This is an optimization exercise on Yosys and OpenROAD, whose aim is small area, a short achievable clock period and few clock cycles, not a production implementation. RTL that was checked went through simulation tests only; none was proved equivalent to the original. Only the layout flow was run in run 4; the RTL was not checked for function there. No activity file was given, so power comes from the tool's default toggle rates.

===== design/flow/config.mk =====
export PLATFORM = sky130hd
export DESIGN_NAME = xcc_fifo128
export DESIGN_NICKNAME = xcc_fifo128
export VERILOG_FILES = /design/flow/design.v
export SDC_FILE = /design/flow/constraint.sdc
export NUM_CORES = 4
export LEC_CHECK = 0
export CAP_MARGIN = 20
export CORE_MARGIN = 2
export CORE_UTILIZATION = 40
export SLEW_MARGIN = 20

===== design/flow/constraint.sdc =====
create_clock -name core_clock -period 7.0 [get_ports {clk}]
set_input_delay 1.4000 -clock core_clock [delete_from_list [all_inputs] [get_ports {clk}]]
set_output_delay 1.4000 -clock core_clock [all_outputs]
set_load 0.01 [all_outputs]

===== design/flow/design.v =====
module xcc_fifo128 (
    input  wire        clk,
    input  wire        rst,
    input  wire        p_cmd_valid,
    input  wire [15:0] p_cmd,
    input  wire [31:0] p_mdata,
    output reg         p_rsp_valid,
    output reg  [15:0] p_rsp,
    input  wire        c_cmd_valid,
    input  wire [15:0] c_cmd,
    output reg         c_rsp_valid,
    output reg  [15:0] c_rsp
);
    localparam [2:0] ST_OK      = 3'd0;
    localparam [2:0] ST_FULL    = 3'd1;
    localparam [2:0] ST_EMPTY   = 3'd2;
    localparam [2:0] ST_ILLEGAL = 3'd7;
    localparam [3:0] C_RESERVED_OPCODE  = 4'd1;
    localparam [3:0] C_RESERVED_BITS    = 4'd2;
    localparam [3:0] C_ARG_RANGE        = 4'd3;
    localparam [3:0] C_NO_GRANT         = 4'd4;
    localparam [3:0] C_GRANT_OPEN       = 4'd5;
    localparam [3:0] C_GRANT_OVERRUN    = 4'd6;
    localparam [3:0] C_GRANT_INCOMPLETE = 4'd7;
    localparam [3:0] C_NO_VIEW          = 4'd8;
    localparam [3:0] C_VIEW_OPEN        = 4'd9;
    localparam [4:0] FRAME_LAST = 5'd29;
    function [7:0] bin2gray(input [7:0] b);
        bin2gray = b ^ (b >> 1);
    endfunction
    function [7:0] gray2bin(input [7:0] g);
        integer i;
        begin
            gray2bin[7] = g[7];
            for (i = 6; i >= 0; i = i - 1)
                gray2bin[i] = gray2bin[i+1] ^ g[i];
        end
    endfunction
    reg  [7:0] mem [0:127];
    reg        mem_we;
    reg  [6:0] mem_waddr;
    reg  [7:0] mem_wdata;
    always @(posedge clk) begin
        if (mem_we)
            mem[mem_waddr] <= mem_wdata;
    end
    reg  [7:0]  p_wbin;
    reg  [7:0]  p_wgray;
    reg  [7:0]  p_rq0, p_rq1;
    reg         p_gopen;
    reg  [7:0]  p_glen;
    reg  [7:0]  p_gcnt;
    reg         p_err;
    reg  [3:0]  p_ecause;
    reg  [15:0] p_ecmd;
    reg  [15:0] m_code;
    reg  [31:0] m_rot0, m_rot1, m_rot2;
    reg  [31:0] m_trans0, m_trans1, m_trans2;
    reg         p_emit_busy;
    reg  [4:0]  p_emit_cnt;
    reg  [7:0]  p_emit_free;
    reg  [7:0]  c_rbin;
    reg  [7:0]  c_rgray;
    reg  [7:0]  c_wq0, c_wq1;
    reg         c_vopen;
    reg  [7:0]  c_vlen;
    reg         c_err;
    reg  [3:0]  c_ecause;
    reg  [15:0] c_ecmd;
    wire [7:0] p_seen_r = gray2bin(p_rq1);
    wire [7:0] p_used   = p_wbin - p_seen_r;
    wire [7:0] p_free   = 8'd128 - p_used;
    wire [7:0] c_seen_w = gray2bin(c_wq1);
    wire [7:0] c_avail  = c_seen_w - c_rbin;
    reg [7:0] frame_byte;
    always @(*) begin
        case (p_emit_cnt)
            5'd0:  frame_byte = 8'hAA;
            5'd1:  frame_byte = 8'hAA;
            5'd2:  frame_byte = m_code[7:0];
            5'd3:  frame_byte = m_code[15:8];
            5'd4:  frame_byte = m_rot0[7:0];
            5'd5:  frame_byte = m_rot0[15:8];
            5'd6:  frame_byte = m_rot0[23:16];
            5'd7:  frame_byte = m_rot0[31:24];
            5'd8:  frame_byte = m_rot1[7:0];
            5'd9:  frame_byte = m_rot1[15:8];
            5'd10: frame_byte = m_rot1[23:16];
            5'd11: frame_byte = m_rot1[31:24];
            5'd12: frame_byte = m_rot2[7:0];
            5'd13: frame_byte = m_rot2[15:8];
            5'd14: frame_byte = m_rot2[23:16];
            5'd15: frame_byte = m_rot2[31:24];
            5'd16: frame_byte = m_trans0[7:0];
            5'd17: frame_byte = m_trans0[15:8];
            5'd18: frame_byte = m_trans0[23:16];
            5'd19: frame_byte = m_trans0[31:24];
            5'd20: frame_byte = m_trans1[7:0];
            5'd21: frame_byte = m_trans1[15:8];
            5'd22: frame_byte = m_trans1[23:16];
            5'd23: frame_byte = m_trans1[31:24];
            5'd24: frame_byte = m_trans2[7:0];
            5'd25: frame_byte = m_trans2[15:8];
            5'd26: frame_byte = m_trans2[23:16];
            5'd27: frame_byte = m_trans2[31:24];
            5'd28: frame_byte = 8'h55;
            default: frame_byte = 8'h55;
        endcase
    end
    wire [3:0] p_op  = p_cmd[15:12];
    wire [3:0] p_rsv = p_cmd[11:8];
    wire [7:0] p_arg = p_cmd[7:0];
    reg        p_illegal;
    reg  [3:0] p_cause;
    always @(*) begin
        p_illegal = 1'b1;
        p_cause   = C_RESERVED_OPCODE;
        case (p_op)
            4'h1: begin  
                if (p_rsv != 4'd0)                      p_cause = C_RESERVED_BITS;
                else if (p_gopen)                       p_cause = C_GRANT_OPEN;
                else if (p_arg == 8'd0 || p_arg > 8'd128) p_cause = C_ARG_RANGE;
                else                                    p_illegal = 1'b0;
            end
            4'h2: begin  
                if (p_rsv != 4'd0)                      p_cause = C_RESERVED_BITS;
                else if (!p_gopen)                      p_cause = C_NO_GRANT;
                else if (p_gcnt == p_glen)              p_cause = C_GRANT_OVERRUN;
                else                                    p_illegal = 1'b0;
            end
            4'h3: begin  
                if (p_cmd[11:0] != 12'd0)               p_cause = C_RESERVED_BITS;
                else if (!p_gopen)                      p_cause = C_NO_GRANT;
                else if (p_gcnt != p_glen)              p_cause = C_GRANT_INCOMPLETE;
                else                                    p_illegal = 1'b0;
            end
            4'h4: begin  
                if (p_cmd[11:0] != 12'd0)               p_cause = C_RESERVED_BITS;
                else if (!p_gopen)                      p_cause = C_NO_GRANT;
                else                                    p_illegal = 1'b0;
            end
            4'h8: begin  
                if (p_rsv != 4'd0)                      p_cause = C_RESERVED_BITS;
                else if (p_arg > 8'd6)                  p_cause = C_ARG_RANGE;
                else if (p_arg == 8'd0 && p_mdata[31:16] != 16'd0) p_cause = C_ARG_RANGE;
                else                                    p_illegal = 1'b0;
            end
            4'h9: begin  
                if (p_cmd[11:0] != 12'd0)               p_cause = C_RESERVED_BITS;
                else if (p_gopen)                       p_cause = C_GRANT_OPEN;
                else                                    p_illegal = 1'b0;
            end
            4'hF: begin  
                if (p_rsv != 4'd0)                      p_cause = C_RESERVED_BITS;
                else if (p_arg > 8'd5)                  p_cause = C_ARG_RANGE;
                else                                    p_illegal = 1'b0;
            end
            default: ;
        endcase
    end
    reg [7:0] p_status_data;
    always @(*) begin
        case (p_arg[2:0])
            3'd0:    p_status_data = {p_err, 2'b00, p_gopen, p_ecause};
            3'd1:    p_status_data = p_ecmd[7:0];
            3'd2:    p_status_data = p_ecmd[15:8];
            3'd3:    p_status_data = p_free;
            3'd4:    p_status_data = p_glen;
            default: p_status_data = p_gcnt;
        endcase
    end
    always @(*) begin
        mem_we    = 1'b0;
        mem_waddr = 7'd0;
        mem_wdata = 8'd0;
        if (p_emit_busy) begin
            mem_we    = 1'b1;
            mem_waddr = p_wbin[6:0] + {2'b00, p_emit_cnt};
            mem_wdata = frame_byte;
        end else if (p_cmd_valid && !p_illegal && p_op == 4'h2) begin
            mem_we    = 1'b1;
            mem_waddr = p_wbin[6:0] + p_gcnt[6:0];
            mem_wdata = p_arg;
        end
    end
    always @(posedge clk) begin
        if (rst) begin
            p_wbin      <= 8'd0;
            p_wgray     <= 8'd0;
            p_rq0       <= 8'd0;
            p_rq1       <= 8'd0;
            p_gopen     <= 1'b0;
            p_glen      <= 8'd0;
            p_gcnt      <= 8'd0;
            p_err       <= 1'b0;
            p_ecause    <= 4'd0;
            p_ecmd      <= 16'd0;
            m_code      <= 16'd0;
            m_rot0      <= 32'd0;
            m_rot1      <= 32'd0;
            m_rot2      <= 32'd0;
            m_trans0    <= 32'd0;
            m_trans1    <= 32'd0;
            m_trans2    <= 32'd0;
            p_emit_busy <= 1'b0;
            p_emit_cnt  <= 5'd0;
            p_emit_free <= 8'd0;
            p_rsp_valid <= 1'b0;
            p_rsp       <= 16'd0;
        end else begin
            if (gray2bin(p_wgray) != p_wbin)
                p_wgray <= bin2gray(gray2bin(p_wgray) + 8'd1);
            p_rq0 <= c_rgray;
            p_rq1 <= p_rq0;
            p_rsp_valid <= 1'b0;
            if (p_emit_busy) begin
                if (p_emit_cnt == FRAME_LAST) begin
                    p_emit_busy <= 1'b0;
                    p_emit_cnt  <= 5'd0;
                    p_wbin      <= p_wbin + 8'd30;
                    m_code      <= 16'd0;
                    m_rot0      <= 32'd0;
                    m_rot1      <= 32'd0;
                    m_rot2      <= 32'd0;
                    m_trans0    <= 32'd0;
                    m_trans1    <= 32'd0;
                    m_trans2    <= 32'd0;
                    p_rsp_valid <= 1'b1;
                    p_rsp       <= {p_emit_free, 5'b00000, ST_OK};
                end else begin
                    p_emit_cnt  <= p_emit_cnt + 5'd1;
                end
            end else if (p_cmd_valid) begin
                if (p_illegal) begin
                    if (!p_err) begin
                        p_err    <= 1'b1;
                        p_ecause <= p_cause;
                        p_ecmd   <= p_cmd;
                    end
                    p_rsp_valid <= 1'b1;
                    p_rsp       <= {4'd0, p_cause, 5'b00000, ST_ILLEGAL};
                end else begin
                    case (p_op)
                        4'h1: begin  
                            p_rsp_valid <= 1'b1;
                            if (p_arg > p_free) begin
                                p_rsp <= {p_free, 5'b00000, ST_FULL};
                            end else begin
                                p_gopen <= 1'b1;
                                p_glen  <= p_arg;
                                p_gcnt  <= 8'd0;
                                p_rsp   <= {p_free, 5'b00000, ST_OK};
                            end
                        end
                        4'h2: begin  
                            p_gcnt      <= p_gcnt + 8'd1;
                            p_rsp_valid <= 1'b1;
                            p_rsp       <= {p_glen - p_gcnt - 8'd1, 5'b00000, ST_OK};
                        end
                        4'h3: begin  
                            p_wbin      <= p_wbin + p_glen;
                            p_gopen     <= 1'b0;
                            p_glen      <= 8'd0;
                            p_gcnt      <= 8'd0;
                            p_rsp_valid <= 1'b1;
                            p_rsp       <= {p_glen, 5'b00000, ST_OK};
                        end
                        4'h4: begin  
                            p_gopen     <= 1'b0;
                            p_glen      <= 8'd0;
                            p_gcnt      <= 8'd0;
                            p_rsp_valid <= 1'b1;
                            p_rsp       <= {p_gcnt, 5'b00000, ST_OK};
                        end
                        4'h8: begin  
                            case (p_arg[2:0])
                                3'd0: m_code   <= p_mdata[15:0];
                                3'd1: m_rot0   <= p_mdata;
                                3'd2: m_rot1   <= p_mdata;
                                3'd3: m_rot2   <= p_mdata;
                                3'd4: m_trans0 <= p_mdata;
                                3'd5: m_trans1 <= p_mdata;
                                default: m_trans2 <= p_mdata;
                            endcase
                            p_rsp_valid <= 1'b1;
                            p_rsp       <= {p_arg, 5'b00000, ST_OK};
                        end
                        4'h9: begin  
                            if (p_free < 8'd30) begin
                                m_code      <= 16'd0;
                                m_rot0      <= 32'd0;
                                m_rot1      <= 32'd0;
                                m_rot2      <= 32'd0;
                                m_trans0    <= 32'd0;
                                m_trans1    <= 32'd0;
                                m_trans2    <= 32'd0;
                                p_rsp_valid <= 1'b1;
                                p_rsp       <= {p_free, 5'b00000, ST_FULL};
                            end else begin
                                p_emit_busy <= 1'b1;
                                p_emit_cnt  <= 5'd0;
                                p_emit_free <= p_free;
                            end
                        end
                        default: begin  
                            p_rsp_valid <= 1'b1;
                            p_rsp       <= {p_status_data, 5'b00000, ST_OK};
                        end
                    endcase
                end
            end
        end
    end
    wire [3:0] c_op  = c_cmd[15:12];
    wire [3:0] c_rsv = c_cmd[11:8];
    wire [7:0] c_arg = c_cmd[7:0];
    reg        c_illegal;
    reg  [3:0] c_cause;
    always @(*) begin
        c_illegal = 1'b1;
        c_cause   = C_RESERVED_OPCODE;
        case (c_op)
            4'h1: begin  
                if (c_cmd[11:0] != 12'd0)               c_cause = C_RESERVED_BITS;
                else if (c_vopen)                       c_cause = C_VIEW_OPEN;
                else                                    c_illegal = 1'b0;
            end
            4'h2: begin  
                if (c_rsv != 4'd0)                      c_cause = C_RESERVED_BITS;
                else if (!c_vopen)                      c_cause = C_NO_VIEW;
                else if (c_arg >= c_vlen)               c_cause = C_ARG_RANGE;
                else                                    c_illegal = 1'b0;
            end
            4'h3: begin  
                if (c_rsv != 4'd0)                      c_cause = C_RESERVED_BITS;
                else if (!c_vopen)                      c_cause = C_NO_VIEW;
                else if (c_arg > c_vlen)                c_cause = C_ARG_RANGE;
                else                                    c_illegal = 1'b0;
            end
            4'hF: begin  
                if (c_rsv != 4'd0)                      c_cause = C_RESERVED_BITS;
                else if (c_arg > 8'd4)                  c_cause = C_ARG_RANGE;
                else                                    c_illegal = 1'b0;
            end
            default: ;
        endcase
    end
    reg [7:0] c_status_data;
    always @(*) begin
        case (c_arg[2:0])
            3'd0:    c_status_data = {c_err, 2'b00, c_vopen, c_ecause};
            3'd1:    c_status_data = c_ecmd[7:0];
            3'd2:    c_status_data = c_ecmd[15:8];
            3'd3:    c_status_data = c_avail;
            default: c_status_data = c_vlen;
        endcase
    end
    wire [6:0] c_peek_idx  = c_rbin[6:0] + c_arg[6:0];
    wire [7:0] c_peek_data = mem[c_peek_idx];
    always @(posedge clk) begin
        if (rst) begin
            c_rbin      <= 8'd0;
            c_rgray     <= 8'd0;
            c_wq0       <= 8'd0;
            c_wq1       <= 8'd0;
            c_vopen     <= 1'b0;
            c_vlen      <= 8'd0;
            c_err       <= 1'b0;
            c_ecause    <= 4'd0;
            c_ecmd      <= 16'd0;
            c_rsp_valid <= 1'b0;
            c_rsp       <= 16'd0;
        end else begin
            if (gray2bin(c_rgray) != c_rbin)
                c_rgray <= bin2gray(gray2bin(c_rgray) + 8'd1);
            c_wq0 <= p_wgray;
            c_wq1 <= c_wq0;
            c_rsp_valid <= 1'b0;
            if (c_cmd_valid) begin
                c_rsp_valid <= 1'b1;
                if (c_illegal) begin
                    if (!c_err) begin
                        c_err    <= 1'b1;
                        c_ecause <= c_cause;
                        c_ecmd   <= c_cmd;
                    end
                    c_rsp <= {4'd0, c_cause, 5'b00000, ST_ILLEGAL};
                end else begin
                    case (c_op)
                        4'h1: begin  
                            if (c_avail == 8'd0) begin
                                c_rsp <= {8'd0, 5'b00000, ST_EMPTY};
                            end else begin
                                c_vopen <= 1'b1;
                                c_vlen  <= c_avail;
                                c_rsp   <= {c_avail, 5'b00000, ST_OK};
                            end
                        end
                        4'h2: begin  
                            c_rsp <= {c_peek_data, 5'b00000, ST_OK};
                        end
                        4'h3: begin  
                            c_rbin  <= c_rbin + c_arg;
                            c_vopen <= 1'b0;
                            c_vlen  <= 8'd0;
                            c_rsp   <= {c_arg, 5'b00000, ST_OK};
                        end
                        default: begin  
                            c_rsp <= {c_status_data, 5'b00000, ST_OK};
                        end
                    endcase
                end
            end
        end
    end
endmodule

===== design/flow/run.sh =====
#!/bin/bash
# synth_recipe.tcl (not shown) runs the flow's synth.tcl, then flattens the netlist and writes it again
# the make line also repeats each setting of config.mk as NAME=value (left out here)
make -C /OpenROAD-flow-scripts/flow DESIGN_CONFIG=/design/flow/config.mk WORK_HOME=/design/flow/orfs CLKGATE_MAP_FILE= SYNTH_SCRIPT=/design/flow/synth_recipe.tcl finish

==> summary.md, run 1 <==
| Metric | Value |
|---|---|
| Number of synthesized flops with an enable pin | ~1000 |
| I/O pin count | ~100 |
| Ys async rst share | 0% |
| Number of vias per cell | approximately 6 |
| Reg2Reg Depth | 24 |
| Initial DRC count | ~4000 |
| Filler cells | ~13000 |
| Cts hold-fix bufs | 0 |
| Global route overflow | 0 |
| WL per Instance | around 26 µm |
| Pleak | 0.0228 µW |
| Largest net degree at the start of global routing | approximately 130 |
| Yosys warns | 1 |
| Vias in the first global route | 36001 |
| Buffers on Ports | between 90 and 100 |
| H-Tree Depth | 4 |
| Global-route wire length before repair | roughly 240 mm |
| Uppermost layer routed | met4 |
| Fraction of layout cells with a size suffix above 1 | between 10% and 20% |
| DRT met1 WL | slightly above 70 mm |
| Nets | approximately 4400 |
| Overall power | between 15000 and 20000 µW |
| CTS-repair resized insts | 0 |
| Antenna-violating nets left | 0 |
| Post-Syn Instances | between 4000 and 5000 |
| Hold Path Class | register to register |
| Total number of vias | 36893 |
| Core Area | around 150000 µm² |
| Initial Utilization | between 40% and 50% |
| Metal2 WL | between 70 and 80 mm |
| Register area share after synthesis | between 60% and 70% |
| Max-cap viol count | 0 |
| RSZ-0062 raised after global routing | false |
| Die footprint | 153000 µm² |
| Root Driver | clkbuf_16 |
| Post-DP HPWL | around 110 mm |
| Cell row count | 141 |
| Primary FF master, synth | edfxtp_1 |
| Worst-skew pair later-pin latency | 0.79 ns |
| Slew headroom | between 10% and 20% |
| Clock period minus worst slack | 5.78 ns |
| CTS tree | done |
| Reg2reg start | p_rq1[7]$_SDFF_PP0_ |
| Crit path required time | ~7.7 ns |
| Avg Inst Size Synth | between 10 and 15 µm² |
| Antenna violations before repair | 2 |
| Startpoint types | register |
| Die X-Extent | approximately 400 µm |
| Setup slack after layout | around 1.2 ns |
| Max Clock Skew | 0.0521 ns |
| Crit Path Class | register to register |
| Worst Tran Pin Value | ~1.2 ns |
| Setup bufs post-CTS | 0 |
| Syn Std Cell Area | approximately 60000 µm² |
| Worst Path Arrival | between 6 and 7 ns |
| Worst vdd ir | around 0.00025 V |
| Clock Pin Slew Worst Setup and Hold Paths | roughly 0.060 ns |
| F_max | 173 MHz |
| WL final | 164 mm |
| Setup-failing EPs final | 0 |
| Hold_sp | p_rq0[0]$_SDFF_PP0_ |
| Die H | around 400 µm |
| First drt pass iteration count | 8 |
| Hold EP | p_rq1[0]$_SDFF_PP0_ |
| Metal3 WL | between 10 and 15 mm |
| N_diodes | 0 |
| Clock Sinks | between 1000 and 1500 |
| Worst Setup End Kind | register |
| Total GRT Usage | 21.2% |
| Hold path depth | 1 |
| DRC | 0 |
| Status | finished clean |
| Fin. max-slew vios | 0 |
| Placer Congestion | approximately 0.9 |
| Final Cycle Share | between 80% and 90% |
| Maximum root-to-sink buffer count | 3 |
| FF-to-FF setup slack | 1.22 ns |
| Pwr dens | ~280 nW/µm² |
| CTS Buf Count | 147 |
| CP Max Fanout | 9 |
| Fin. Hold Viols | 0 |
| Syn-to-layout area delta | 14.3% |
| Synth cell types | 95 |
| Synthesized flop and latch total | between 1000 and 1500 |
| Dpl ws | 1.19 ns |
| R2R Path End | p_gopen$_SDFFE_PP0P_ |
[worst max path at each step]
stage                              startpoint                   end  slack [ns]  cells past startpoint
after floorplan                      p_cmd[3]   mem[0][6]$_DFFE_PP_       -2.49                      7
after global placement    p_rq1[7]$_SDFF_PP0_  p_gopen$_SDFFE_PP0P_        1.22                     24
after detailed placement  p_rq1[7]$_SDFF_PP0_  p_gopen$_SDFFE_PP0P_        1.19                     24
after CTS                 p_rq1[7]$_SDFF_PP0_  p_gopen$_SDFFE_PP0P_        1.17                     24
after global routing      p_rq1[7]$_SDFF_PP0_  p_gopen$_SDFFE_PP0P_        0.82                     24
final                     p_rq1[7]$_SDFF_PP0_  p_gopen$_SDFFE_PP0P_        1.22                     24
[layout make-up]
| cell class | instances | area (µm²) | share of cell area, % |
|---|---|---|---|
| Inverter | 97 | 364 | 0.532 |
| Multi-Input combinational cell | 2333 | 20300 | 29.6 |
| Clock buffer | 203 | 4040 | 5.90 |
| Sequential cell | 1398 | 38200 | 55.9 |
| Clock inverter | 64 | 753 | 1.10 |
| Timing Repair Buffer | 245 | 2370 | 3.47 |
| Tap cell | 1930 | 2410 | 3.53 |
[synthesized netlist by cell type, drive strengths merged, types with 29 or more instances]
| cell type | count | area share (%) |
|---|---|---|
| nor2 | 381 | 2.4 |
| a211oi | 86 | 1.1 |
| a22oi | 50 | 0.63 |
| a221oi | 32 | 0.47 |
| nand2 | 181 | 1.1 |
| clkbuf | 149 | 0.93 |
| a21oi | 130 | 1.1 |
| o2bb2ai | 215 | 3.1 |
| o21ai | 83 | 0.83 |
| xnor2 | 57 | 0.83 |
| mux4 | 262 | 9.9 |
| mux2i | 160 | 2.7 |
| nor3 | 56 | 0.52 |
| mux2 | 30 | 0.56 |
| ha | 85 | 1.8 |
| inv | 95 | 0.60 |
| nor2b | 76 | 0.79 |
| buf | 107 | 1.1 |
| dfxtp | 374 | 13 |
| xor2 | 29 | 0.42 |
| nand4 | 31 | 0.32 |
| edfxtp | 1024 | 51 |
| nand3 | 38 | 0.32 |
[metal layers]
layer / vias to the layer above / GRT usage, %
met1: 18797 / 30.2
met2: 1503 / 32.6
met5: - / 0
li1: 16285 / -
met3: 308 / 4.14
met4: 0 / 6.75
[critical path, cell delays in order, from the launching register on]
cell      delay, ns
dfxtp_1        0.35
xor2_1         0.23
xnor2_1        0.19
xor2_1         0.24
xor2_1         0.24
xnor2_1        0.21
xor2_1         0.26
xnor2_1        0.10
ha_1           0.18
inv_1          0.05
ha_1           0.16
inv_1          0.06
fa_1           0.47
nor2b_1        0.20
o211ai_1       0.14
a21oi_1        0.18
xnor2_1        0.25
inv_1          0.13
ha_1           0.34
nand2_1        0.08
nor2_1         0.08
nor4b_1        0.49
o311a_1        0.51
nand2_4        0.20
mux2_1         0.36
[sequential cells by signal (all words and copies together), names as in the netlist, 32 cells and up, named ones only]
register	count
mem	1024
m_rot2	32
m_trans2	32
m_rot1	32
m_trans1	32
m_trans0	32
m_rot0	32
[placed cells by master (no fill, tap or decap), types with 17 or more instances in the layout]
cell type	n
buf_12	18
nand2_1	179
o2bb2ai_1	215
nor3_1	52
or3_1	17
nand3_1	38
a22oi_1	50
a31oi_1	19
nor4_1	21
nor2_1	378
xnor2_1	57
xor2_1	28
clkdlybuf4s50_1	90
inv_1	94
nand2b_1	26
a211oi_1	80
buf_4	132
nor2b_1	76
a221oi_1	31
clkbuf_16	149
nand4_1	31
mux2i_1	160
dfxtp_1	373
clkbuf_1	43
a21oi_1	130
mux2_2	29
edfxtp_1	1024
a22o_1	22
mux4_2	262
ha_1	84
o21ai_0	73
clkinv_1	22
[per-stage QoR]
stage	cell area (µm²)	setup TNS (ns)	cells	utilization [%]	hold WS, ns
2_1_floorplan	59900	-1264.64	4084	-	0.414
3_3_place_gp	63500	0	5999	42.9	0.426
3_5_place_dp	63600	0	6001	42.9	0.423
4_1_cts	68400	0	6268	46.1	0.436
5_1_grt	68400	0	6270	46.2	0.453
6_report	68400	0	6270	46.2	0.433
[logic make-up after synthesis]
| logic type | synth area share (%) |
|---|---|
| xor+xnor | 1.30 |
| fa+ha+maj | 2.01 |
| simple gates | 7.02 |
| other cells | 0.00626 |
| buf+inv | 2.68 |
| compound gates | 10.1 |
| mux | 13.1 |
| flops | 63.8 |
[where the power goes]
part	leakage [µW]	total [µW]	switching [µW]	internal (µW)
Clock	0.00232	7790	3310	4480
Sequential	0.0126	8940	51.6	8890
Combinational	0.00791	2300	1360	937
Total	0.0228	19000	4730	14300
Testbench counts, summed over its fixed seeds: cycles 15,390.
==> run 2, diff against run 1 <==
--- a/design/flow/design.v
+++ b/design/flow/design.v
@@ -25,28 +25,15 @@
     localparam [3:0] C_NO_VIEW          = 4'd8;
     localparam [3:0] C_VIEW_OPEN        = 4'd9;
     localparam [4:0] FRAME_LAST = 5'd29;
-    function [7:0] bin2gray(input [7:0] b);
-        bin2gray = b ^ (b >> 1);
-    endfunction
-    function [7:0] gray2bin(input [7:0] g);
-        integer i;
-        begin
-            gray2bin[7] = g[7];
-            for (i = 6; i >= 0; i = i - 1)
-                gray2bin[i] = gray2bin[i+1] ^ g[i];
-        end
-    endfunction
     reg  [7:0] mem [0:127];
-    reg        mem_we;
-    reg  [6:0] mem_waddr;
-    reg  [7:0] mem_wdata;
+    reg        w_en;             
+    reg  [6:0] w_addr;
+    reg  [7:0] w_data;
     always @(posedge clk) begin
-        if (mem_we)
-            mem[mem_waddr] <= mem_wdata;
+        if (w_en)
+            mem[w_addr] <= w_data;
     end
     reg  [7:0]  p_wbin;
-    reg  [7:0]  p_wgray;
-    reg  [7:0]  p_rq0, p_rq1;
     reg         p_gopen;
     reg  [7:0]  p_glen;
     reg  [7:0]  p_gcnt;
@@ -56,25 +43,27 @@
     reg  [15:0] m_code;
     reg  [31:0] m_rot0, m_rot1, m_rot2;
     reg  [31:0] m_trans0, m_trans1, m_trans2;
-    reg         p_emit_busy;
-    reg  [4:0]  p_emit_cnt;
-    reg  [7:0]  p_emit_free;
+    reg         e_busy;
+    reg  [4:0]  e_cnt;
+    reg  [4:0]  e_rem;           
+    reg  [7:0]  e_free;
     reg  [7:0]  c_rbin;
-    reg  [7:0]  c_rgray;
-    reg  [7:0]  c_wq0, c_wq1;
     reg         c_vopen;
     reg  [7:0]  c_vlen;
     reg         c_err;
     reg  [3:0]  c_ecause;
     reg  [15:0] c_ecmd;
-    wire [7:0] p_seen_r = gray2bin(p_rq1);
-    wire [7:0] p_used   = p_wbin - p_seen_r;
-    wire [7:0] p_free   = 8'd128 - p_used;
-    wire [7:0] c_seen_w = gray2bin(c_wq1);
-    wire [7:0] c_avail  = c_seen_w - c_rbin;
-    reg [7:0] frame_byte;
-    always @(*) begin
-        case (p_emit_cnt)
+    reg  [6:0]  r_pa;
+    reg  [6:0]  r_pidx;
+    reg         r_pvalid;
+    reg         r_wait;          
+    wire [7:0] used   = p_wbin - c_rbin;
+    wire [7:0] p_free = 8'd128 - used;
+    wire       p_room = (used <= 8'd98);      
+    wire [7:0] c_avail = used;
+    wire [7:0] c_avail_e = used + 8'd30;
+    function [7:0] frame_byte(input [4:0] k);
+        case (k)
             5'd0:  frame_byte = 8'hAA;
             5'd1:  frame_byte = 8'hAA;
             5'd2:  frame_byte = m_code[7:0];
@@ -103,10 +92,9 @@
             5'd25: frame_byte = m_trans2[15:8];
             5'd26: frame_byte = m_trans2[23:16];
             5'd27: frame_byte = m_trans2[31:24];
-            5'd28: frame_byte = 8'h55;
             default: frame_byte = 8'h55;
         endcase
-    end
+    endfunction
     wire [3:0] p_op  = p_cmd[15:12];
     wire [3:0] p_rsv = p_cmd[11:8];
     wire [7:0] p_arg = p_cmd[7:0];
@@ -158,6 +146,8 @@
             default: ;
         endcase
     end
+    wire p_take  = p_cmd_valid && !e_busy;
+    wire e_start = p_take && p_cmd == 16'h9000 && !p_gopen && p_room;
     reg [7:0] p_status_data;
     always @(*) begin
         case (p_arg[2:0])
@@ -169,26 +159,9 @@
             default: p_status_data = p_gcnt;
         endcase
     end
-    always @(*) begin
-        mem_we    = 1'b0;
-        mem_waddr = 7'd0;
-        mem_wdata = 8'd0;
-        if (p_emit_busy) begin
-            mem_we    = 1'b1;
-            mem_waddr = p_wbin[6:0] + {2'b00, p_emit_cnt};
-            mem_wdata = frame_byte;
-        end else if (p_cmd_valid && !p_illegal && p_op == 4'h2) begin
-            mem_we    = 1'b1;
-            mem_waddr = p_wbin[6:0] + p_gcnt[6:0];
-            mem_wdata = p_arg;
-        end
-    end
     always @(posedge clk) begin
         if (rst) begin
             p_wbin      <= 8'd0;
-            p_wgray     <= 8'd0;
-            p_rq0       <= 8'd0;
-            p_rq1       <= 8'd0;
             p_gopen     <= 1'b0;
             p_glen      <= 8'd0;
             p_gcnt      <= 8'd0;
@@ -202,22 +175,15 @@
             m_trans0    <= 32'd0;
             m_trans1    <= 32'd0;
             m_trans2    <= 32'd0;
-            p_emit_busy <= 1'b0;
-            p_emit_cnt  <= 5'd0;
-            p_emit_free <= 8'd0;
+            e_busy      <= 1'b0;
+            w_en        <= 1'b0;
             p_rsp_valid <= 1'b0;
-            p_rsp       <= 16'd0;
         end else begin
-            if (gray2bin(p_wgray) != p_wbin)
-                p_wgray <= bin2gray(gray2bin(p_wgray) + 8'd1);
-            p_rq0 <= c_rgray;
-            p_rq1 <= p_rq0;
             p_rsp_valid <= 1'b0;
-            if (p_emit_busy) begin
-                if (p_emit_cnt == FRAME_LAST) begin
-                    p_emit_busy <= 1'b0;
-                    p_emit_cnt  <= 5'd0;
-                    p_wbin      <= p_wbin + 8'd30;
+            w_en        <= 1'b0;
+            if (e_busy) begin
+                if (e_cnt == FRAME_LAST) begin
+                    e_busy      <= 1'b0;
                     m_code      <= 16'd0;
                     m_rot0      <= 32'd0;
                     m_rot1      <= 32'd0;
@@ -226,9 +192,13 @@
                     m_trans1    <= 32'd0;
                     m_trans2    <= 32'd0;
                     p_rsp_valid <= 1'b1;
-                    p_rsp       <= {p_emit_free, 5'b00000, ST_OK};
+                    p_rsp       <= {e_free, 5'b00000, ST_OK};
                 end else begin
-                    p_emit_cnt  <= p_emit_cnt + 5'd1;
+                    w_en   <= 1'b1;
+                    w_addr <= w_addr + 7'd1;
+                    w_data <= frame_byte(e_cnt + 5'd1);
+                    e_cnt  <= e_cnt + 5'd1;
+                    e_rem  <= e_rem - 5'd1;
                 end
             end else if (p_cmd_valid) begin
                 if (p_illegal) begin
@@ -253,6 +223,9 @@
                             end
                         end
                         4'h2: begin  
+                            w_en        <= 1'b1;
+                            w_addr      <= p_wbin[6:0] + p_gcnt[6:0];
+                            w_data      <= p_arg;
                             p_gcnt      <= p_gcnt + 8'd1;
                             p_rsp_valid <= 1'b1;
                             p_rsp       <= {p_glen - p_gcnt - 8'd1, 5'b00000, ST_OK};
@@ -286,7 +259,7 @@
                             p_rsp       <= {p_arg, 5'b00000, ST_OK};
                         end
                         4'h9: begin  
-                            if (p_free < 8'd30) begin
+                            if (!p_room) begin
                                 m_code      <= 16'd0;
                                 m_rot0      <= 32'd0;
                                 m_rot1      <= 32'd0;
@@ -297,9 +270,14 @@
                                 p_rsp_valid <= 1'b1;
                                 p_rsp       <= {p_free, 5'b00000, ST_FULL};
                             end else begin
-                                p_emit_busy <= 1'b1;
-                                p_emit_cnt  <= 5'd0;
-                                p_emit_free <= p_free;
+                                p_wbin  <= p_wbin + 8'd30;
+                                e_busy  <= 1'b1;
+                                e_cnt   <= 5'd0;
+                                e_rem   <= FRAME_LAST;
+                                e_free  <= p_free;
+                                w_en    <= 1'b1;
+                                w_addr  <= p_wbin[6:0];
+                                w_data  <= 8'hAA;
                             end
                         end
                         default: begin  
@@ -355,40 +333,54 @@
             default: c_status_data = c_vlen;
         endcase
     end
-    wire [6:0] c_peek_idx  = c_rbin[6:0] + c_arg[6:0];
-    wire [7:0] c_peek_data = mem[c_peek_idx];
+    wire [7:0] r_mem   = mem[r_pa];
+    wire       r_fwd   = w_en && (w_addr == r_pa);
+    wire [7:0] r_data  = r_fwd ? w_data : r_mem;
+    wire [6:0] r_dist  = r_pa - w_addr - 7'd1;
+    wire       r_ahead = e_busy && (r_dist < {2'b00, e_rem});
+    wire       r_hit   = r_pvalid && (c_arg[6:0] == r_pidx) && !r_ahead;
     always @(posedge clk) begin
         if (rst) begin
             c_rbin      <= 8'd0;
-            c_rgray     <= 8'd0;
-            c_wq0       <= 8'd0;
-            c_wq1       <= 8'd0;
             c_vopen     <= 1'b0;
             c_vlen      <= 8'd0;
             c_err       <= 1'b0;
             c_ecause    <= 4'd0;
             c_ecmd      <= 16'd0;
+            r_pvalid    <= 1'b0;
+            r_wait      <= 1'b0;
             c_rsp_valid <= 1'b0;
-            c_rsp       <= 16'd0;
         end else begin
-            if (gray2bin(c_rgray) != c_rbin)
-                c_rgray <= bin2gray(gray2bin(c_rgray) + 8'd1);
-            c_wq0 <= p_wgray;
-            c_wq1 <= c_wq0;
             c_rsp_valid <= 1'b0;
-            if (c_cmd_valid) begin
-                c_rsp_valid <= 1'b1;
+            if (r_wait) begin
+                if (!r_ahead) begin
+                    r_wait      <= 1'b0;
+                    r_pa        <= r_pa + 7'd1;
+                    r_pidx      <= r_pidx + 7'd1;
+                    c_rsp_valid <= 1'b1;
+                    c_rsp       <= {r_data, 5'b00000, ST_OK};
+                end
+            end else if (c_cmd_valid) begin
                 if (c_illegal) begin
                     if (!c_err) begin
                         c_err    <= 1'b1;
                         c_ecause <= c_cause;
                         c_ecmd   <= c_cmd;
                     end
+                    c_rsp_valid <= 1'b1;
                     c_rsp <= {4'd0, c_cause, 5'b00000, ST_ILLEGAL};
                 end else begin
                     case (c_op)
                         4'h1: begin  
-                            if (c_avail == 8'd0) begin
+                            c_rsp_valid <= 1'b1;
+                            r_pa        <= c_rbin[6:0];
+                            r_pidx      <= 7'd0;
+                            r_pvalid    <= 1'b1;
+                            if (e_start) begin
+                                c_vopen <= 1'b1;
+                                c_vlen  <= c_avail_e;
+                                c_rsp   <= {c_avail_e, 5'b00000, ST_OK};
+                            end else if (c_avail == 8'd0) begin
                                 c_rsp <= {8'd0, 5'b00000, ST_EMPTY};
                             end else begin
                                 c_vopen <= 1'b1;
@@ -397,16 +389,29 @@
                             end
                         end
                         4'h2: begin  
-                            c_rsp <= {c_peek_data, 5'b00000, ST_OK};
+                            if (r_hit) begin
+                                r_pa        <= r_pa + 7'd1;
+                                r_pidx      <= r_pidx + 7'd1;
+                                c_rsp_valid <= 1'b1;
+                                c_rsp       <= {r_data, 5'b00000, ST_OK};
+                            end else begin
+                                r_pa     <= c_rbin[6:0] + c_arg[6:0];
+                                r_pidx   <= c_arg[6:0];
+                                r_pvalid <= 1'b1;
+                                r_wait   <= 1'b1;
+                            end
                         end
                         4'h3: begin  
-                            c_rbin  <= c_rbin + c_arg;
-                            c_vopen <= 1'b0;
-                            c_vlen  <= 8'd0;
-                            c_rsp   <= {c_arg, 5'b00000, ST_OK};
+                            c_rbin      <= c_rbin + c_arg;
+                            c_vopen     <= 1'b0;
+                            c_vlen      <= 8'd0;
+                            r_pvalid    <= 1'b0;
+                            c_rsp_valid <= 1'b1;
+                            c_rsp       <= {c_arg, 5'b00000, ST_OK};
                         end
                         default: begin  
-                            c_rsp <= {c_status_data, 5'b00000, ST_OK};
+                            c_rsp_valid <= 1'b1;
+                            c_rsp       <= {c_status_data, 5'b00000, ST_OK};
                         end
                     endcase
                 end
--- a/design/flow/config.mk
+++ b/design/flow/config.mk
@@ -8,4 +8,5 @@
 export CAP_MARGIN = 20
 export CORE_MARGIN = 2
 export CORE_UTILIZATION = 40
+export SETUP_SLACK_MARGIN = 3.5
 export SLEW_MARGIN = 20
==> run 2 against run 1 <==
Largest cell class unchanged. Still clean. Critical path depth down 4. Via count up 3.5%. Design area up 5.1%.
==> summary.md, run 2 <==
| Metric | Value |
|---|---|
| Status | finished clean |
| Setup-failing EPs final | 0 (unchanged) |
| Fraction of layout cells with a size suffix above 1 | 23.9% (+7.5 points) |
| Clock Sinks | 1394 (-0.29%) |
| Maximum root-to-sink buffer count | 3 (unchanged) |
| Crit path required time | 7.68 ns (about the same) |
| Antenna-violating nets left | 0 (unchanged) |
| Most common cell after layout, fill and taps aside | edfxtp_1 |
| Worst path top cell family by delay | adder cells |
| GRT busiest layer | met2 |
| DRC | 0 (unchanged) |
| Cells along the critical path | inv_4 -> ha_4 -> fa_2 -> xnor2_4 -> inv_4 -> ha_4 -> and2_4 -> xnor2_4 -> inv_2 -> ha_4 -> nand4_1 -> mux2i_1 -> a21oi_2 -> a32o_2 -> nor4_4 -> a41oi_2 -> o31a_1 -> nor3_2 -> buf_4 -> mux2_4 |
| Max reg flops | 1024 (unchanged) |
| Clock Pin Slew Worst Setup and Hold Paths | 0.06 ns (about the same) |
| First drt pass iteration count | 9 (+1) |
| Worst Setup End Kind | register |
| Fin util | 48.1% (+1.9 points) |
| Final Cycle Share | 61.2% (-21 points) |
| Max Clock Skew | 0.0520 ns (-0.000166 ns) |
| WHS | 0.454 ns (+0.0209 ns) |
| Synthesized flop and latch total | 1394 (-0.29%) |
| Reg2Reg Depth | 20 (-17%) |
| Crit Path Class | register to register |
| Core Area | 149000 µm² (+0.83%) |
| Worst vdd ir | 0.000176 V (-30%) |
| Worst Path Arrival | 4.96 ns (-1.49 ns) |
| Avg Inst Size Synth | 15.0 µm² (+2.0%) |
| Worst Tran Pin Value | 1.13 ns (-0.0778 ns) |
| CP Max Fanout | 6 (-3) |
| Yosys warns | 1 (unchanged) |
| Pwr dens | 243 nW/µm² (-13%) |
| Synth top area share | 54.6% (+3.2 points) |
| Dpl cells | 5942 (-0.98%) |
| Met2 GRT Util | 34.5% (+1.9 points) |
| Critical path's most frequent cell | ha_4 |
| Global route overflow | 0 (unchanged) |
| Vias in the first global route | 36681 (+1.9%) |
| CP bufs+invs | 4 (+1) |
| Final Non-Filler Cells | 6386 (+1.9%) |
| Slowest cell on the critical path | fa_2 |
| Filler cells | 12616 (-1.5%) |
| Die H | 391 µm (+0.12%) |
| Crit-path max cell delay | 0.40 ns (-0.11 ns) |
| Die X-Extent | 391 µm (+0.12%) |
| Hold path depth | 2 (+1) |
| Syn-to-layout area delta | 19.8% |
| Post-Syn Instances | 4005 (-1.7%) |
| Worst-skew pair later-pin latency | 0.79 ns (about the same) |
| FF-to-FF setup slack | 2.72 ns (+1.50 ns) |
| Hold EP | c_ecmd[1]$_SDFFE_PP0P_ |
| Number of synthesized flops with an enable pin | 1091 (+6.5%) |
| Met1 Usage GRT | 31.1% (+0.88 points) |
| Cts hold-fix bufs | 0 (unchanged) |
| Primary FF master, synth | edfxtp_1 |
| Antenna violations before repair | 1 (-1) |
| Buffers on Ports | 91 (unchanged) |
| Fin. Hold Viols | 0 (unchanged) |
| Fin. max-slew vios | 0 (unchanged) |
| Most common cell in the netlist | edfxtp_1 |
| Clock period minus worst slack | 4.28 ns (-1.50 ns) |
| Total GRT Usage | 22.1% (+0.87 points) |
| Placer Congestion | 0.899 (+0.78%) |
| CTS Buf Count | 146 (-0.68%) |
| Ys async rst share | 0% (unchanged) |
| H-Tree Depth | 4 (unchanged) |
| Root Driver | clkbuf_16 |
| Cell row count | 142 (+0.71%) |
| Reg2reg start | p_wbin[0]$_SDFFE_PP0P_ |
| Initial Utilization | 40.2% (-0.24 points) |
| Largest net degree at the start of global routing | 100 (-22%) |
| R2R Path End | p_gopen$_SDFFE_PP0P_ |
| RSZ-0062 raised after global routing | true |
| Number of vias per cell | 5.98 (+1.6%) |
| Global-route wire length before repair | 250 mm (+3.4%) |
| Initial DRC count | 5206 (+31%) |
| Hold_sp | c_ecmd[1]$_SDFFE_PP0P_ |
| Die footprint | 153000 µm² (+0.24%) |
| Post-synth top cells | 1091 x edfxtp_1, 342 x mux4_2, 303 x dfxtp_1 |
| Hold Path Class | register to register |
| WL final | 176 mm (+7.3%) |
| F_max | 234 MHz (+35%) |
| Slew headroom | 24.7% (+5.2 points) |
| Largest cells by area after synthesis | edfxtp_1 55%, mux4_2 13%, dfxtp_1 10%, nand3b_1 2.5%, nor2_1 1.7% |
| CTS tree | done |
| Syn Std Cell Area | 60000 µm² (+0.24%) |
| Max-cap viol count | 0 (unchanged) |
| Register area share after synthesis | 64.7% (+0.83 points) |
| Synth cell types | 81 (-15%) |
| WL per Instance | 27.5 µm (+5.4%) |
| Startpoint types | register |
| Pleak | 0.0236 µW (+3.5%) |
| N_diodes | 0 (unchanged) |
| Area leader, netlist | edfxtp_1 |
| Nets | 4394 (+0.27%) |
| Post-DP HPWL | 101 mm (-4.6%) |
| Largest reg by FF count | mem |
| Total number of vias | 38178 (+3.5%) |
| Most frequent cells in the layout | 1091 x edfxtp_1, 342 x mux4_2, 290 x dfxtp_1 |
| Met3 Usage GRT | 4.25% (+0.11 points) |
| I/O pin count | 102 (unchanged) |
| Setup TNS | 0 ns (unchanged) |
==> run 2: cell count changes in the layout (fill, tap and decap cells not counted), moves of 83 or more <==
cell	before	now
nand3b_1	1	200
mux2i_1	160	42
nor2_1	378	257
o2bb2ai_1	215	0
dfxtp_1	373	290
o21ai_1	2	201
==> run 2: what timing repair did <==
action	4_1_cts	5_1_grt
resized for setup	231	133
gates cloned	31	23
buffers inserted	96	21
pin swaps	44	50
endpoints found under the setup margin	402	379
==> run 2: layout make-up <==
class                      count  area (µm²)  share of cell area (%)
sequential                  1394       38900                    54.0
multi-input combinational   2284       21100                    29.3
timing repair buffer         335        4040                    5.62
clock buffer                 185        3950                    5.49
tap                         2016        2520                    3.51
clock inverter                86        1100                    1.54
inverter                      85         350                   0.487
timing repair inverter         1        11.3                  0.0157
==> run 2: power by group <==
part | internal (µW) | switching, µW | total (µW)
clock network | 4780 | 3370 | 8150
registers | 8820 | 14.4 | 8840
logic | 185 | 285 | 470
==> run 2: kinds of logic (layout without fill, tap and decap cells) <==
group / after synthesis / in the layout / share of synthesized area [%]
xor gates and xnor gates: 70 / 70 / 1.02
adders and majority gates: 79 / 79 / 1.72
and+or+nand+nor: 1001 / 1001 / 8.60
buffers and inverters: 346 / 692 / 2.69
other: 1 / 10 / 0.00625
DFF: 1394 / 1394 / 64.7
muxes: 399 / 399 / 13.8
AOI/OAI and AO/OA: 715 / 725 / 7.48
==> run 2: worst max path at each step <==
stage,start,to,cells past startpoint
5_1_grt,p_wbin[0]$_SDFFE_PP0P_,p_gopen$_SDFFE_PP0P_,20
3_3_place_gp,p_cmd[15],m_rot0[6]$_SDFFE_PP0P_,11
4_1_cts,p_wbin[0]$_SDFFE_PP0P_,p_gopen$_SDFFE_PP0P_,20
3_5_place_dp,p_cmd[15],m_rot0[28]$_SDFFE_PP0P_,11
6_report,p_wbin[0]$_SDFFE_PP0P_,p_gopen$_SDFFE_PP0P_,20
2_1_floorplan,p_wbin[0]$_SDFFE_PP0P_,p_gopen$_SDFFE_PP0P_,20
==> run 2: tightest hold or removal path, delay by kind of cell (launching register included) <==
kind / cells / cell delay, ns
AOI/OAI and AO/OA: 1 / 0.05
DFF: 1 / 0.31
and+or+nand+nor: 1 / 0.05
==> run 2: layer usage <==
metal / wire [µm] / vias up / part of all wire, %
met1: 72300 / 19475 / 41
met4: 6590 / 0 / 3.8
met5: 0 / - / 0
met2: 80700 / 1958 / 46
met3: 16200 / 465 / 9.2
li1: - / 16280 / -
==> run 2: per-stage QoR <==
stage          setup slack (ns)  power (µW)  area (µm²)
2_1_floorplan              2.94        9260       60700
3_3_place_gp               1.41        9430       63300
3_5_place_dp               1.37        9430       63300
4_1_cts                    2.74       17600       70700
5_1_grt                    2.65       17900       71900
6_report                   2.72       17500       71900
Testbench counts of run 2, summed over its fixed seeds: cycles 6,942.
==> run 3, diff against run 2 <==
--- a/design/flow/config.mk
+++ b/design/flow/config.mk
@@ -8,5 +8,4 @@
 export CAP_MARGIN = 20
 export CORE_MARGIN = 2
 export CORE_UTILIZATION = 40
-export SETUP_SLACK_MARGIN = 3.5
 export SLEW_MARGIN = 20
==> run 3 against run 2 <==
Largest cell class unchanged. Via count down 5.4%. First-iteration DRC count fell by 21%. Design area down 5.8%. Synthesized area stayed put. Critical endpoint unchanged. Clock power decreased by 7.1%. Flip-flop and latch count unchanged. Combinational power is 14% lower. Sequential power hardly changed. Final cell count fell by 2.7%.
==> summary.md, run 3 <==
| Metric | Value |
|---|---|
| Synth top area share | 54.6% (unchanged) |
| Status | finished clean |
| Part of the power in combinational logic | 2.4% (-0.3 points) |
| Fin. max-slew vios | 0 (unchanged) |
| WL per Instance | 25.4 µm (-7.6%) |
| Slew headroom | 22.4% (-2.3 points) |
| Setup-failing EPs final | 0 (unchanged) |
| Die H | 391 µm (unchanged) |
| Vias in the first global route | 35145 (-4.2%) |
| CTS-repair resized insts | 0 (-100%) |
| Setup slack after layout | 1.52 ns (-1.20 ns) |
| Syn Std Cell Area | 60000 µm² (unchanged) |
| Fraction of layout cells with a size suffix above 1 | 16.3% (-7.6 points) |
| Cell Int Power | 13200 µW (-4.0%) |
| Max-cap viol count | 0 (unchanged) |
| DRC | 0 (unchanged) |
| Ys async rst share | 0% (unchanged) |
| CTS tree | done |
| Crit path required time | 7.65 ns (-0.03 ns) |
| Yosys warns | 1 (unchanged) |
| WL final | 158 mm (-10%) |
| Synthesized flop and latch total | 1394 (unchanged) |
| Most common cell after layout, fill and taps aside | edfxtp_1 |
| Most frequent cells in the layout | 1091 x edfxtp_1, 342 x mux4_2, 297 x dfxtp_1 |
| Hold Path Class | register to register |
| Sw power | 3580 µW (-2.4%) |
| Synth cell types | 81 (unchanged) |
| Pleak | 0.0217 µW (-8.0%) |
| Largest net degree at the start of global routing | 168 (+68%) |
| Final Non-Filler Cells | 6216 (-2.7%) |
| Initial Utilization | 40.2% (unchanged) |
| Die X-Extent | 391 µm (unchanged) |
| Worst Setup End Kind | register |
| Overall power | 16800 µW (-3.7%) |
| Largest reg by FF count | mem |
| Global route overflow | 0 (unchanged) |
| Cts hold-fix bufs | 0 (unchanged) |
| First drt pass iteration count | 8 (-1) |
| Total number of vias | 36098 (-5.4%) |
| Global-route wire length before repair | 235 mm (-6.2%) |
| Number of synthesized flops with an enable pin | 1091 (unchanged) |
| Number of vias per cell | 5.81 (-2.9%) |
| Total GRT Usage | 20.6% (-1.5 points) |
| Area leader, netlist | edfxtp_1 |
| F_max | 182 MHz (-22%) |
| Final Cycle Share | 78.3% (+17 points) |
| Switch share | 21.3% (+0.28 points) |
| Filler cells | 13098 (+3.8%) |
| Max Clock Skew | 0.0558 ns (+0.00386 ns) |
| Clock Sinks | 1394 (unchanged) |
| Largest cells by area after synthesis | edfxtp_1 55%, mux4_2 13%, dfxtp_1 10%, nand3b_1 2.5%, nor2_1 1.7% |
| Dpl cells | 5950 (+0.13%) |
| Worst-skew pair later-pin latency | 0.79 ns (about the same) |
| Worst Path Arrival | 6.13 ns (+1.17 ns) |
| Cell row count | 142 (unchanged) |
| Crit Path Class | register to register |
| H-Tree Depth | 4 (unchanged) |
| Setup bufs post-CTS | 0 (-100%) |
| Initial DRC count | 4105 (-21%) |
| Register area share after synthesis | 64.7% (unchanged) |
| RSZ-0062 raised after global routing | false |
| Post-DP HPWL | 101 mm (+0.35%) |
| Maximum root-to-sink buffer count | 3 (unchanged) |
| Pwr dens | 248 nW/µm² (+2.3%) |
| Core Area | 149000 µm² (unchanged) |
| Post-synth top cells | 1091 x edfxtp_1, 342 x mux4_2, 303 x dfxtp_1 |
| Setup TNS | 0 ns (unchanged) |
| Primary FF master, synth | edfxtp_1 |
| Worst Tran Pin Value | 1.15 ns (+0.0285 ns) |
| Clock power share | 45.0% (-1.7 points) |
| Avg Inst Size Synth | 15.0 µm² (unchanged) |
| Clock Pin Slew Worst Setup and Hold Paths | 0.06 ns (about the same) |
| Max reg flops | 1024 (unchanged) |
| N_diodes | 0 (unchanged) |
| Dpl ws | 1.31 ns (-0.0660 ns) |
| Die footprint | 153000 µm² (unchanged) |
| Startpoint types | register |
| Buffers on Ports | 91 (unchanged) |
| Worst vdd ir | 0.000212 V (+21%) |
| Clock period minus worst slack | 5.48 ns (+1.20 ns) |
| Fin. Hold Viols | 0 (unchanged) |
| CTS Buf Count | 145 (-0.68%) |
| Post-Syn Instances | 4005 (unchanged) |
| Most common cell in the netlist | edfxtp_1 |
| Antenna violations before repair | 3 (+2) |
| I/O pin count | 102 (unchanged) |
| CP Max Fanout | 8 (+2) |
| Placer Congestion | 0.917 (+2.0%) |
| Syn-to-layout area delta | 12.8% |
| Antenna-violating nets left | 0 (unchanged) |
| Nets | 4228 (-3.8%) |
| Reg power frac | 52.6% (+2.0 points) |
| Root Driver | clkbuf_16 |
| Fin util | 45.3% (-2.8 points) |
-- run 3: cell counts after synthesis --
No cell type changed its count.
-- run 3: layout make-up --
type | count | area, µm² | area share, %
sequential | 1394 | 38800 | 57.3
clock buffer | 189 | 3910 | 5.77
tap | 2016 | 2520 | 3.72
multi-input combinational | 2274 | 19700 | 29.0
inverter | 85 | 319 | 0.471
timing repair buffer | 181 | 1700 | 2.51
clock inverter | 77 | 771 | 1.14
-- run 3: per-stage QoR --
step	cell area [µm²]	hold slack [ns]
final	67700	0.455
after global routing	67700	0.472
after CTS	67700	0.456
after detailed placement	63100	0.448
after global placement	63100	0.442
after floorplan	60100	0.433
-- run 3: kinds of logic after synthesis --
family                   share of synthesized area, %
AO/OA/AOI/OAI                                    7.48
AND/OR/NAND/NOR                                  8.60
flip-flops                                       64.7
multiplexers                                     13.8
other                                         0.00625
XOR/XNOR                                         1.02
adder cells (fa/ha/maj)                          1.72
buffers and inverters                            2.69
-- run 3: metal layers --
| layer | up-vias | track usage (%) | share of wire (%) |
|---|---|---|---|
| met2 | 1463 | 32.0 | 47 |
| met4 | 0 | 6.44 | 2.8 |
| met1 | 18520 | 29.5 | 44 |
| li1 | 15865 | - | - |
| met3 | 250 | 3.46 | 7.0 |
| met5 | - | 0 | 0 |
-- run 3: worst paths after layout --
kind	startpoint	endpoint	slack [ns]	cells after the start
worst min register to register	c_ecmd[11]$_SDFFE_PP0P_	c_ecmd[11]$_SDFFE_PP0P_	0.46	2
worst max-delay path	p_wbin[1]$_SDFFE_PP0P_	p_gopen$_SDFFE_PP0P_	1.52	20
worst max register to register	p_wbin[1]$_SDFFE_PP0P_	p_gopen$_SDFFE_PP0P_	1.52	20
worst min-delay path	c_ecmd[11]$_SDFFE_PP0P_	c_ecmd[11]$_SDFFE_PP0P_	0.46	2
-- run 3: power by group through the flow --
stage	Clock [µW]	Combinational (µW)	Sequential, µW
global placement	0	401	9020
CTS	7690	401	8840
detailed placement	0	400	9020
floorplan	0	237	9010
global route	8020	432	8840
finish	7570	404	8840
-- run 3: worst max-delay path: stages (launching register included) --
cell	delay, ns
dfxtp_1	0.51
inv_1	0.23
fa_1	0.50
xnor2_1	0.52
inv_1	0.23
ha_1	0.26
and2_1	0.19
xnor2_1	0.15
buf_4	0.14
inv_1	0.05
ha_1	0.29
nand4_1	0.09
mux2i_1	0.15
a21oi_1	0.09
a32o_1	0.22
nor4_1	0.28
a41oi_1	0.16
o31a_1	0.44
nor3_1	0.29
buf_4	0.22
mux2_1	0.32
==> run 4, diff against run 3 <==
--- a/design/flow/design.v
+++ b/design/flow/design.v
@@ -40,13 +40,13 @@
     reg         p_err;
     reg  [3:0]  p_ecause;
     reg  [15:0] p_ecmd;
+    reg  [7:0]  p_fr;            
+    reg  [7:0]  p_rel;           
     reg  [15:0] m_code;
     reg  [31:0] m_rot0, m_rot1, m_rot2;
     reg  [31:0] m_trans0, m_trans1, m_trans2;
     reg         e_busy;
-    reg  [4:0]  e_cnt;
     reg  [4:0]  e_rem;           
-    reg  [7:0]  e_free;
     reg  [7:0]  c_rbin;
     reg         c_vopen;
     reg  [7:0]  c_vlen;
@@ -57,41 +57,43 @@
     reg  [6:0]  r_pidx;
     reg         r_pvalid;
     reg         r_wait;          
-    wire [7:0] used   = p_wbin - c_rbin;
-    wire [7:0] p_free = 8'd128 - used;
-    wire       p_room = (used <= 8'd98);      
+    wire [7:0] p_free   = p_fr;
+    wire       p_room   = (p_fr >= 8'd30);
+    wire [7:0] p_fr_rel = p_fr + p_rel;
+    wire [7:0] used    = p_wbin - c_rbin;
     wire [7:0] c_avail = used;
     wire [7:0] c_avail_e = used + 8'd30;
-    function [7:0] frame_byte(input [4:0] k);
-        case (k)
-            5'd0:  frame_byte = 8'hAA;
-            5'd1:  frame_byte = 8'hAA;
-            5'd2:  frame_byte = m_code[7:0];
-            5'd3:  frame_byte = m_code[15:8];
-            5'd4:  frame_byte = m_rot0[7:0];
-            5'd5:  frame_byte = m_rot0[15:8];
-            5'd6:  frame_byte = m_rot0[23:16];
-            5'd7:  frame_byte = m_rot0[31:24];
-            5'd8:  frame_byte = m_rot1[7:0];
-            5'd9:  frame_byte = m_rot1[15:8];
-            5'd10: frame_byte = m_rot1[23:16];
-            5'd11: frame_byte = m_rot1[31:24];
-            5'd12: frame_byte = m_rot2[7:0];
-            5'd13: frame_byte = m_rot2[15:8];
-            5'd14: frame_byte = m_rot2[23:16];
-            5'd15: frame_byte = m_rot2[31:24];
-            5'd16: frame_byte = m_trans0[7:0];
-            5'd17: frame_byte = m_trans0[15:8];
-            5'd18: frame_byte = m_trans0[23:16];
-            5'd19: frame_byte = m_trans0[31:24];
-            5'd20: frame_byte = m_trans1[7:0];
-            5'd21: frame_byte = m_trans1[15:8];
-            5'd22: frame_byte = m_trans1[23:16];
-            5'd23: frame_byte = m_trans1[31:24];
-            5'd24: frame_byte = m_trans2[7:0];
-            5'd25: frame_byte = m_trans2[15:8];
-            5'd26: frame_byte = m_trans2[23:16];
-            5'd27: frame_byte = m_trans2[31:24];
+    wire [7:0] e_free_now = (p_fr > 8'd98) ? 8'd128 : p_fr + 8'd30;
+    function [7:0] frame_byte(input [4:0] r);
+        case (r)
+            5'd29:  frame_byte = 8'hAA;
+            5'd28:  frame_byte = 8'hAA;
+            5'd27:  frame_byte = m_code[7:0];
+            5'd26:  frame_byte = m_code[15:8];
+            5'd25:  frame_byte = m_rot0[7:0];
+            5'd24:  frame_byte = m_rot0[15:8];
+            5'd23:  frame_byte = m_rot0[23:16];
+            5'd22:  frame_byte = m_rot0[31:24];
+            5'd21:  frame_byte = m_rot1[7:0];
+            5'd20:  frame_byte = m_rot1[15:8];
+            5'd19: frame_byte = m_rot1[23:16];
+            5'd18: frame_byte = m_rot1[31:24];
+            5'd17: frame_byte = m_rot2[7:0];
+            5'd16: frame_byte = m_rot2[15:8];
+            5'd15: frame_byte = m_rot2[23:16];
+            5'd14: frame_byte = m_rot2[31:24];
+            5'd13: frame_byte = m_trans0[7:0];
+            5'd12: frame_byte = m_trans0[15:8];
+            5'd11: frame_byte = m_trans0[23:16];
+            5'd10: frame_byte = m_trans0[31:24];
+            5'd9: frame_byte = m_trans1[7:0];
+            5'd8: frame_byte = m_trans1[15:8];
+            5'd7: frame_byte = m_trans1[23:16];
+            5'd6: frame_byte = m_trans1[31:24];
+            5'd5: frame_byte = m_trans2[7:0];
+            5'd4: frame_byte = m_trans2[15:8];
+            5'd3: frame_byte = m_trans2[23:16];
+            5'd2: frame_byte = m_trans2[31:24];
             default: frame_byte = 8'h55;
         endcase
     endfunction
@@ -168,6 +170,7 @@
             p_err       <= 1'b0;
             p_ecause    <= 4'd0;
             p_ecmd      <= 16'd0;
+            p_fr        <= 8'd128;
             m_code      <= 16'd0;
             m_rot0      <= 32'd0;
             m_rot1      <= 32'd0;
@@ -181,8 +184,9 @@
         end else begin
             p_rsp_valid <= 1'b0;
             w_en        <= 1'b0;
+            p_fr        <= p_fr_rel;
             if (e_busy) begin
-                if (e_cnt == FRAME_LAST) begin
+                if (e_rem == 5'd0) begin
                     e_busy      <= 1'b0;
                     m_code      <= 16'd0;
                     m_rot0      <= 32'd0;
@@ -192,12 +196,11 @@
                     m_trans1    <= 32'd0;
                     m_trans2    <= 32'd0;
                     p_rsp_valid <= 1'b1;
-                    p_rsp       <= {e_free, 5'b00000, ST_OK};
+                    p_rsp       <= {e_free_now, 5'b00000, ST_OK};
                 end else begin
                     w_en   <= 1'b1;
                     w_addr <= w_addr + 7'd1;
-                    w_data <= frame_byte(e_cnt + 5'd1);
-                    e_cnt  <= e_cnt + 5'd1;
+                    w_data <= frame_byte(e_rem - 5'd1);
                     e_rem  <= e_rem - 5'd1;
                 end
             end else if (p_cmd_valid) begin
@@ -224,7 +227,7 @@
                         end
                         4'h2: begin  
                             w_en        <= 1'b1;
-                            w_addr      <= p_wbin[6:0] + p_gcnt[6:0];
+                            w_addr      <= (p_gcnt == 8'd0) ? p_wbin[6:0] : w_addr + 7'd1;
                             w_data      <= p_arg;
                             p_gcnt      <= p_gcnt + 8'd1;
                             p_rsp_valid <= 1'b1;
@@ -232,6 +235,7 @@
                         end
                         4'h3: begin  
                             p_wbin      <= p_wbin + p_glen;
+                            p_fr        <= p_fr_rel - p_glen;
                             p_gopen     <= 1'b0;
                             p_glen      <= 8'd0;
                             p_gcnt      <= 8'd0;
@@ -271,10 +275,9 @@
                                 p_rsp       <= {p_free, 5'b00000, ST_FULL};
                             end else begin
                                 p_wbin  <= p_wbin + 8'd30;
+                                p_fr    <= p_fr_rel - 8'd30;
                                 e_busy  <= 1'b1;
-                                e_cnt   <= 5'd0;
                                 e_rem   <= FRAME_LAST;
-                                e_free  <= p_free;
                                 w_en    <= 1'b1;
                                 w_addr  <= p_wbin[6:0];
                                 w_data  <= 8'hAA;
@@ -333,7 +336,13 @@
             default: c_status_data = c_vlen;
         endcase
     end
-    wire [7:0] r_mem   = mem[r_pa];
+    reg  [7:0] r_mem;
+    integer ri;
+    always @(*) begin
+        r_mem = 8'd0;
+        for (ri = 0; ri < 128; ri = ri + 1)
+            r_mem = r_mem | (mem[ri] & {8{r_pa == ri[6:0]}});
+    end
     wire       r_fwd   = w_en && (w_addr == r_pa);
     wire [7:0] r_data  = r_fwd ? w_data : r_mem;
     wire [6:0] r_dist  = r_pa - w_addr - 7'd1;
@@ -349,9 +358,11 @@
             c_ecmd      <= 16'd0;
             r_pvalid    <= 1'b0;
             r_wait      <= 1'b0;
+            p_rel       <= 8'd0;
             c_rsp_valid <= 1'b0;
         end else begin
             c_rsp_valid <= 1'b0;
+            p_rel       <= 8'd0;
             if (r_wait) begin
                 if (!r_ahead) begin
                     r_wait      <= 1'b0;
@@ -403,6 +414,7 @@
                         end
                         4'h3: begin  
                             c_rbin      <= c_rbin + c_arg;
+                            p_rel       <= c_arg;
                             c_vopen     <= 1'b0;
                             c_vlen      <= 8'd0;
                             r_pvalid    <= 1'b0;
--- a/design/flow/config.mk
+++ b/design/flow/config.mk
@@ -8,4 +8,5 @@
 export CAP_MARGIN = 20
 export CORE_MARGIN = 2
 export CORE_UTILIZATION = 40
+export SETUP_SLACK_MARGIN = 3.5
 export SLEW_MARGIN = 20
==> run 4 against run 3 <==
Sequential power is essentially flat. Global-route usage rose by 17 points. Sequential share of layout area is 3.5 points lower. Combinational power up 23%. Via count increased by 30%. Critical path type unchanged. Highest routed layer is now met5.
==> summary.md, run 4 <==
| Metric | Value |
|---|---|
| Syn Std Cell Area | 57900 µm² (-3.5%) |
| Reg power frac | 50.9% (-1.7 points) |
| Status | finished clean |
| CTS Buf Count | 151 (+4.1%) |
| Final instance area | 71800 µm² (+6.0%) |
| Hold EP | c_vlen[6]$_SDFFE_PP0P_ |
| Reg2Reg Depth | 12 (-40%) |
| Pwr dens | 241 nW/µm² (-3.0%) |
| Fraction of layout cells with a size suffix above 1 | 23.3% (+7.0 points) |
| Fin util | 50.0% (+4.6 points) |
| Fin. Hold Viols | 0 (unchanged) |
| Clock Sinks | 1390 (-0.29%) |
| Area occupied by multi-input gates | 20800 µm² (+5.6%) |
| Antenna violations before repair | 20 (+17) |
| Worst-skew pair later-pin latency | 0.82 ns (+0.03 ns) |
| Overall power | 17300 µW (+2.9%) |
| Clock Pin Slew Worst Setup and Hold Paths | 0.07 ns (about the same) |
| Global-route wire length before repair | 374 mm (+59%) |
| Hold path depth | 2 (unchanged) |
| Core Area | 144000 µm² (-3.9%) |
| Die footprint | 148000 µm² (-3.5%) |
| Clock power share | 46.2% (+1.2 points) |
| Most common cell after layout, fill and taps aside | edfxtp_1 |
| Total GRT Usage | 37.4% (+17 points) |
| Reg2reg start | r_pa[0]$_DFFE_PP_ |
| Ys async rst share | 0% (unchanged) |
| Nets | 5094 (+20%) |
| RSZ-0062 raised after global routing | true |
| Register area share after synthesis | 66.7% (+2.0 points) |
| Max Clock Skew | 0.0314 ns (-0.0245 ns) |
| Crit Path Class | register to register |
| CTS tree | done |
| Maximum root-to-sink buffer count | 3 (unchanged) |
| Most common cell in the netlist | edfxtp_1 |
| Sw power | 3810 µW (+6.4%) |
| Placed cell areas | 63100 µm² (about the same) |
| Yosys warns | 1 (unchanged) |
| Post-synth top cells | 1078 x edfxtp_1, 556 x a22oi_1, 456 x nor2_1 |
| Die X-Extent | 385 µm (-1.7%) |
| Syn-to-layout area delta | 23.9% |
| Post-Syn Instances | 4457 (+11%) |
| Slew headroom | 14.2% (-8.2 points) |
| Antenna-violating nets left | 0 (unchanged) |
| Max-cap viol count | 0 (unchanged) |
| F_max | 251 MHz (+37%) |
| Synth cell types | 94 (+16%) |
| Fin. max-slew vios | 0 (unchanged) |
| Buffers on Ports | 91 (unchanged) |
| Number of synthesized flops with an enable pin | 1078 (-1.2%) |
run 4: per-stage QoR:
stage,hold WS (ns),setup WS (ns)
4_1_cts,0.453,3.27
3_3_place_gp,0.440,1.31
6_report,0.453,3.01
3_5_place_dp,0.445,1.27
5_1_grt,0.471,3.15
2_1_floorplan,0.432,3.04
run 4: power by group through the flow:
stage / logic (µW) / clock network (µW) / registers (µW)
final: 498 / 7990 / 8810
after floorplan: 261 / 0 / 8980
after detailed placement: 446 / 0 / 8990
after global placement: 446 / 0 / 8990
after global routing: 525 / 8300 / 8810
after CTS: 474 / 7990 / 8810
run 4: how the worst max path moves through the flow:
| stage | start | end | slack [ns] | depth (start not counted) |
|---|---|---|---|---|
| floorplan | p_cmd[3] | w_addr[0]$_DFFE_PP_ | 3.04 | 8 |
| global placement | p_cmd[14] | p_glen[7]$_SDFFE_PP0P_ | 1.31 | 8 |
| detailed placement | p_cmd[14] | p_glen[0]$_SDFFE_PP0P_ | 1.27 | 8 |
| CTS | r_pa[0]$_DFFE_PP_ | c_rsp[9]$_DFFE_PP_ | 3.27 | 12 |
| global route | r_pa[0]$_DFFE_PP_ | c_rsp[12]$_DFFE_PP_ | 3.15 | 11 |
| finish | r_pa[0]$_DFFE_PP_ | c_rsp[9]$_DFFE_PP_ | 3.01 | 12 |
run 4: final cells by class:
type                       count  area share, %
antenna                        7         0.0244
sequential                  1390           53.8
clock buffer                 196           5.69
multi-input combinational   2766           28.9
tap                         1903           3.32
timing repair buffer         530           6.64
inverter                      94          0.533
clock inverter                75           1.07
run 4: logic make-up (layout without fill, tap and decap cells):
family                     Yosys count  in the layout  synth area share [%]
AOI/OAI and AO/OA                 1207           1207                  15.6
DFF                               1390           1390                  66.7
and+or+nand+nor                   1319           1321                  11.2
xor gates and xnor gates            85             85                  1.29
buffers and inverters              312            895                  2.26
muxes                               49             49                 0.918
other                                1             17               0.00647
adders and majority gates           94             94                  2.12
run 4: critical path, cell delays in order (launching register included):
cell and delay (ns):
edfxtp_1 0.49, buf_6 0.18, ha_4 0.23, buf_8 0.17, nand4_1 0.25, nor2_1 0.09
buf_4 0.20, a22oi_2 0.58, nand2_1 0.36, nor4_1 0.32, nand3_1 0.18, nor3_4 0.40
o32ai_1 0.21
run 4: what timing repair did:
action,in CTS,in global routing
resized for setup,367,203
hold buffers,0,0
setup buffers,102,56
gates cloned,5,3
setup endpoints to repair,406,361
hold endpoints to repair,0,0
pin swaps,66,88
run 4: per-layer routing:
| metal | up-vias | part of all wire (%) | GRT usage [%] |
|---|---|---|---|
| met5 | - | 0.052 | 0 |
| met4 | 22 | 7.5 | 22.2 |
| met3 | 869 | 14 | 12.5 |
| met2 | 3793 | 42 | 53.7 |
| met1 | 23642 | 37 | 49.1 |
| li1 | 18496 | - | - |

Setup slack of run 4, layout unchanged: 3.009 ns with ideal ports, 3.009 ns with driving cells assumed (clock clkbuf_16, inputs buf_2), 2.706 ns with port delays also shifted by the 0.877 ns mid clock arrival.
